This is an optimization exercise on Yosys and OpenROAD, whose aim is a short achievable clock period and few clock cycles, not a production implementation.
In this exercise RTL edits were held to simulation tests only and were not proved equivalent to the original.
Power is estimated from default activity; no workload was simulated.

Design wzwave_fbs, start of the top module:
module wzwave_fbs (
    input  wire        clk,
    input  wire        rst,
    input  wire        in_valid,
    input  wire [7:0]  in_data,
    output wire        in_ready,
    output wire        out_valid,
    input  wire        out_ready,
    output wire        out_hdr,
    output wire        out_last,
    output wire [3:0]  out_type,
    output wire [71:0] out_data
);
    localparam [7:0] B_SOF = 8'h01;
    localparam [7:0] B_ACK = 8'h06;
    localparam [7:0] B_NAK = 8'h15;
    localparam [7:0] B_CAN = 8'h18;
    localparam [3:0] T_CTL      = 4'd0;
    localparam [3:0] T_DIAG_CKS = 4'd1;
    localparam [3:0] T_DIAG_LEN = 4'd2;
    localparam [3:0] T_DIAG_MAL = 4'd3;
    localparam [3:0] T_VERSION  = 4'd4;
    localparam [3:0] T_MEMID    = 4'd5;
    localparam [3:0] T_SUC      = 4'd6;
    localparam [3:0] T_INIT     = 4'd7;
    localparam [3:0] T_NPI      = 4'd8;
    localparam [3:0] T_SEND     = 4'd9;
    localparam [3:0] T_RNI      = 4'd10;
    localparam [3:0] T_APPUPD   = 4'd11;
    localparam [3:0] T_ROUTING  = 4'd12;
    localparam [3:0] T_APPCMD   = 4'd13;
    localparam [3:0] T_OPAQUE   = 4'd14;
    localparam [1:0] S_HUNT   = 2'd0;
    localparam [1:0] S_GOTSOF = 2'd1;
    localparam [1:0] S_BODY   = 2'd2;
    localparam integer DAW    = 8;           
    localparam integer DDEPTH = 1 << DAW;
    localparam integer IAW    = 4;           
    localparam integer IDEPTH = 1 << IAW;
    localparam integer MARGIN = 4;           
    localparam integer IMARGIN = 5;          
    localparam integer PFD    = 4;           
    localparam integer MQD    = 4;           
    localparam integer IW = 4 + 1 + 40;
    reg         room;          
    reg         in_rdy;        
    reg         in_rdy_n;      
    reg         r_valid;
    reg  [7:0]  r_data;
    assign in_ready = in_rdy;
    always @(posedge clk) begin
        r_data <= in_data;
        if (rst)
            r_valid <= 1'b0;
        else
            r_valid <= in_valid && !in_rdy_n;
    end
    reg  [7:0]     dmem [0:DDEPTH-1];
    reg  [DAW:0]   wr_ptr;               
    reg  [DAW:0]   cm_ptr;               
    reg  [DAW:0]   ra_ptr;               
    reg  [IW-1:0]  imem [0:IDEPTH-1];
    reg  [IAW:0]   iw_ptr;
    reg  [IAW:0]   ir_ptr;
    reg  [1:0]  state;
    reg  [7:0]  len;
    reg  [7:0]  rem;           
  ...
Settings: LEC_CHECK=0, ABC_CLOCK_PERIOD_IN_PS=2500, CAP_MARGIN=20, CORE_MARGIN=2, CORE_UTILIZATION=72, CTS_CLUSTER_DIAMETER=100, CTS_CLUSTER_SIZE=26, SLEW_MARGIN=20; clock period 10.0 ns.
standard.sh (not shown) runs the stock make flow with config.mk's settings and CLKGATE_MAP_FILE= SYNTH_SCRIPT=/design/flow/synth_recipe.tcl, a recipe that flattens the netlist after the stock synthesis.
==> flow/flow/run.sh <==
#!/bin/bash
set -euo pipefail
here=$(pwd)
bash standard.sh SETUP_SLACK_MARGIN=7 \
  PRE_DETAIL_PLACE_TCL="$here/flow/move_flops.tcl" \
  finish > standard_make.log 2>&1
==> flow/flow/move_flops.tcl <==
# Before detailed placement: move each register that drives an output port's
# buffer (and nothing else) onto that buffer, so that detailed placement puts
# it right beside the port. Nothing else changes; detailed placement then
# legalizes the moved registers.
set block [ord::get_db_block]
set moved 0
foreach bterm [$block getBTerms] {
  if {[$bterm getIoType] != "OUTPUT"} { continue }
  set net [$bterm getNet]
  if {$net == "NULL"} { continue }
  set buf ""
  foreach iterm [$net getITerms] {
    if {[$iterm isOutputSignal]} { set buf [$iterm getInst] }
  }
  if {$buf == ""} { continue }
  set in_net ""
  foreach iterm [$buf getITerms] {
    if {[$iterm isInputSignal]} { set in_net [$iterm getNet] }
  }
  if {$in_net == "" || $in_net == "NULL"} { continue }
  if {[llength [$in_net getITerms]] != 2} { continue }
  foreach iterm [$in_net getITerms] {
    if {![$iterm isOutputSignal]} { continue }
    set drv [$iterm getInst]
    if {![string match "sky130_fd_sc_hd__*df*" [[$drv getMaster] getName]]} { continue }
    set loc [$buf getLocation]
    $drv setLocation [lindex $loc 0] [lindex $loc 1]
    incr moved
  }
}
puts "move_flops: moved $moved output registers next to their port buffers"
Testbench counts at the start, summed over its fixed seeds: cycles 30,927.
Rerun with:
--- a/flow/design.v
+++ b/flow/design.v
@@ -194,27 +194,19 @@
             q_v <= it_push;
         q_item <= {it_type, it_has, it_has ? {wr_last, it_raw[31:0]} : it_raw};
         q_mbm  <= mbm;
     end
     wire         q_mpush = q_v && q_item[40] &&
                            (q_item[44:41] == T_INIT || q_item[44:41] == T_ROUTING);
     reg  [28:0]  mq [0:MQD-1];
     reg  [2:0]   mq_w, mq_r;
-    reg            w_v;
-    reg  [DAW-1:0] w_addr;
-    reg  [7:0]     w_data;
     always @(posedge clk) begin
-        w_v    <= !rst && b_pay && st_adv;
-        w_addr <= wr_ptr[DAW-1:0];
-        w_data <= st_data;
-    end
-    always @(posedge clk) begin
-        if (w_v)
-            dmem[w_addr] <= w_data;
+        if (b_pay && st_adv)
+            dmem[wr_ptr[DAW-1:0]] <= st_data;
         if (q_v)
             imem[iw_ptr[IAW-1:0]] <= q_item;
         if (q_mpush)
             mq[mq_w[1:0]] <= q_mbm;
     end
     always @(posedge clk) begin
         if (rst) begin
             state  <= S_HUNT;
- The changed run passed the timing, DRC and antenna checks
- cell area grows by 2.1%
- sequential power stays flat
- total power rose by 1.5%
- core utilization increases by 1.8 points
- cell count is higher by 1.5%
- count of clock-buffer cells in the layout drops by 4
- via count rises by 1.7%
- synthesized cell count stays flat
- die area is lower by 0.57%
- global-route usage is higher by 2.1 points
Testbench counts after the change, summed over its fixed seeds: cycles 30,927.

---

== the previous run ==
Another version of the RTL of wzwave_fbs (not shown whole).
Size in the first run: about 3,800 flip-flops, ~92 I/O pins.
Settings: LEC_CHECK=0, ABC_CLOCK_PERIOD_IN_PS=2500, CAP_MARGIN=20, CORE_MARGIN=2, CORE_UTILIZATION=72, CTS_CLUSTER_DIAMETER=100, CTS_CLUSTER_SIZE=26, SLEW_MARGIN=20; clock period 10.0 ns.
==> flow/flow/run.sh <==
#!/bin/bash
set -euo pipefail
bash standard.sh SETUP_SLACK_MARGIN=7 finish > standard_make.log 2>&1
Testbench counts of the previous run, summed over its fixed seeds: cycles 30,885.
Input changes introduced in the current run (baseline for comparison: the previous run):
-- flow/design.v --
<<< the previous run, line 39
    localparam integer IDEPTH = 1 << IAW;
    localparam integer MARGIN = 4;           
    localparam integer PFD    = 4;           
    localparam integer MQD    = 4;           
    localparam integer IW = 4 + 1 + 40;
    reg         in_rdy;        
    reg         in_rdy_n;      
>>> the current run, line 39
    localparam integer IDEPTH = 1 << IAW;
    localparam integer MARGIN = 4;           
    localparam integer IMARGIN = 5;          
    localparam integer PFD    = 4;           
    localparam integer MQD    = 4;           
    localparam integer IW = 4 + 1 + 40;
    reg         room;          
    reg         in_rdy;        
    reg         in_rdy_n;      
<<< the previous run, line 199
    reg  [2:0]   mq_w, mq_r;
    always @(posedge clk) begin
        dmem[wr_ptr[DAW-1:0]] <= st_data;
        if (q_v)
            imem[iw_ptr[IAW-1:0]] <= q_item;
>>> the current run, line 201
    reg  [2:0]   mq_w, mq_r;
    always @(posedge clk) begin
        if (b_pay && st_adv)
            dmem[wr_ptr[DAW-1:0]] <= st_data;
        if (q_v)
            imem[iw_ptr[IAW-1:0]] <= q_item;
<<< the previous run, line 440
            o_valid_n <= 1'b1;
            s_valid <= 1'b0;
            in_rdy  <= 1'b0;
            in_rdy_n <= 1'b1;
        end else begin
>>> the current run, line 443
            o_valid_n <= 1'b1;
            s_valid <= 1'b0;
            room     <= 1'b0;
            in_rdy   <= 1'b0;
            in_rdy_n <= 1'b1;
        end else begin
<<< the previous run, line 474
                s_valid <= 1'b1;
            end
            in_rdy   <= (d_occ <= DDEPTH - MARGIN) && (i_occ <= IDEPTH - MARGIN) &&
                        (mq_occ <= MQD - 2);
            in_rdy_n <= !((d_occ <= DDEPTH - MARGIN) && (i_occ <= IDEPTH - MARGIN) &&
                          (mq_occ <= MQD - 2));
        end
    end
>>> the current run, line 478
                s_valid <= 1'b1;
            end
            room     <= (d_occ <= DDEPTH - MARGIN) && (i_occ <= IDEPTH - IMARGIN) &&
                        (mq_occ <= MQD - 2);
            in_rdy   <= room;
            in_rdy_n <= !room;
        end
    end
[summary]
The previous run → the current run: routed wire length has increased, worst setup slack increased 88 ps, clock-buffer cell count now sits higher, fraction of synthesis flops using an asynchronous set or reset pin neither gained nor lost much, count of inserted antenna diode cells now sits higher. Diff the previous run -> the current run: met3 layer usage reported by global route -0.16 points, switching part of the total lower.
Testbench counts of the current run, summed over its fixed seeds: cycles 30,927.

[what the ideal ports hide]
The results above use ideal ports. As a check the final layouts listed here were re-extracted and re-timed, cells and wires unchanged. Step 1 assumes that a clkbuf_16 drives the clock port and a buf_2 every other input. Step 2 adds t to the input delays and takes it off the output delays; t is the mean of the earliest and latest rising clock arrival at the registers after step 1. Input paths then give back, and output paths get back, about the clock's delay inside the block. Slacks: ideal ports / drivers / drivers and shift; pairs: ideal ports / drivers.
| run | t (ns) | setup slack, ns | worst hold slack (ns) | worst setup path at the end | latest minus earliest clock arrival (ns) |
|---|---|---|---|---|---|
| the first run of note 1 | 0.946 | 6.688 / 6.598 / 6.128 | 0.373 / 0.373 / 0.373 | input to register | 0.032 / 0.032 |
| the second run of note 1 | 0.970 | 6.666 / 6.562 / 6.103 | 0.391 / 0.391 / 0.391 | input to register | 0.044 / 0.045 |
| the previous run | 0.958 | 6.559 / 6.466 / 6.159 | 0.377 / 0.377 / 0.377 | input to register | 0.044 / 0.044 |
| the current run | 0.990 | 6.648 / 6.542 / 6.157 | 0.398 / 0.398 / 0.398 | input to register | 0.057 / 0.058 |
After both steps every run listed still meets setup and hold. The setup slack of the second run of note 1, which loses most, moves by -0.104 ns with the drivers and by -0.563 ns with both steps.
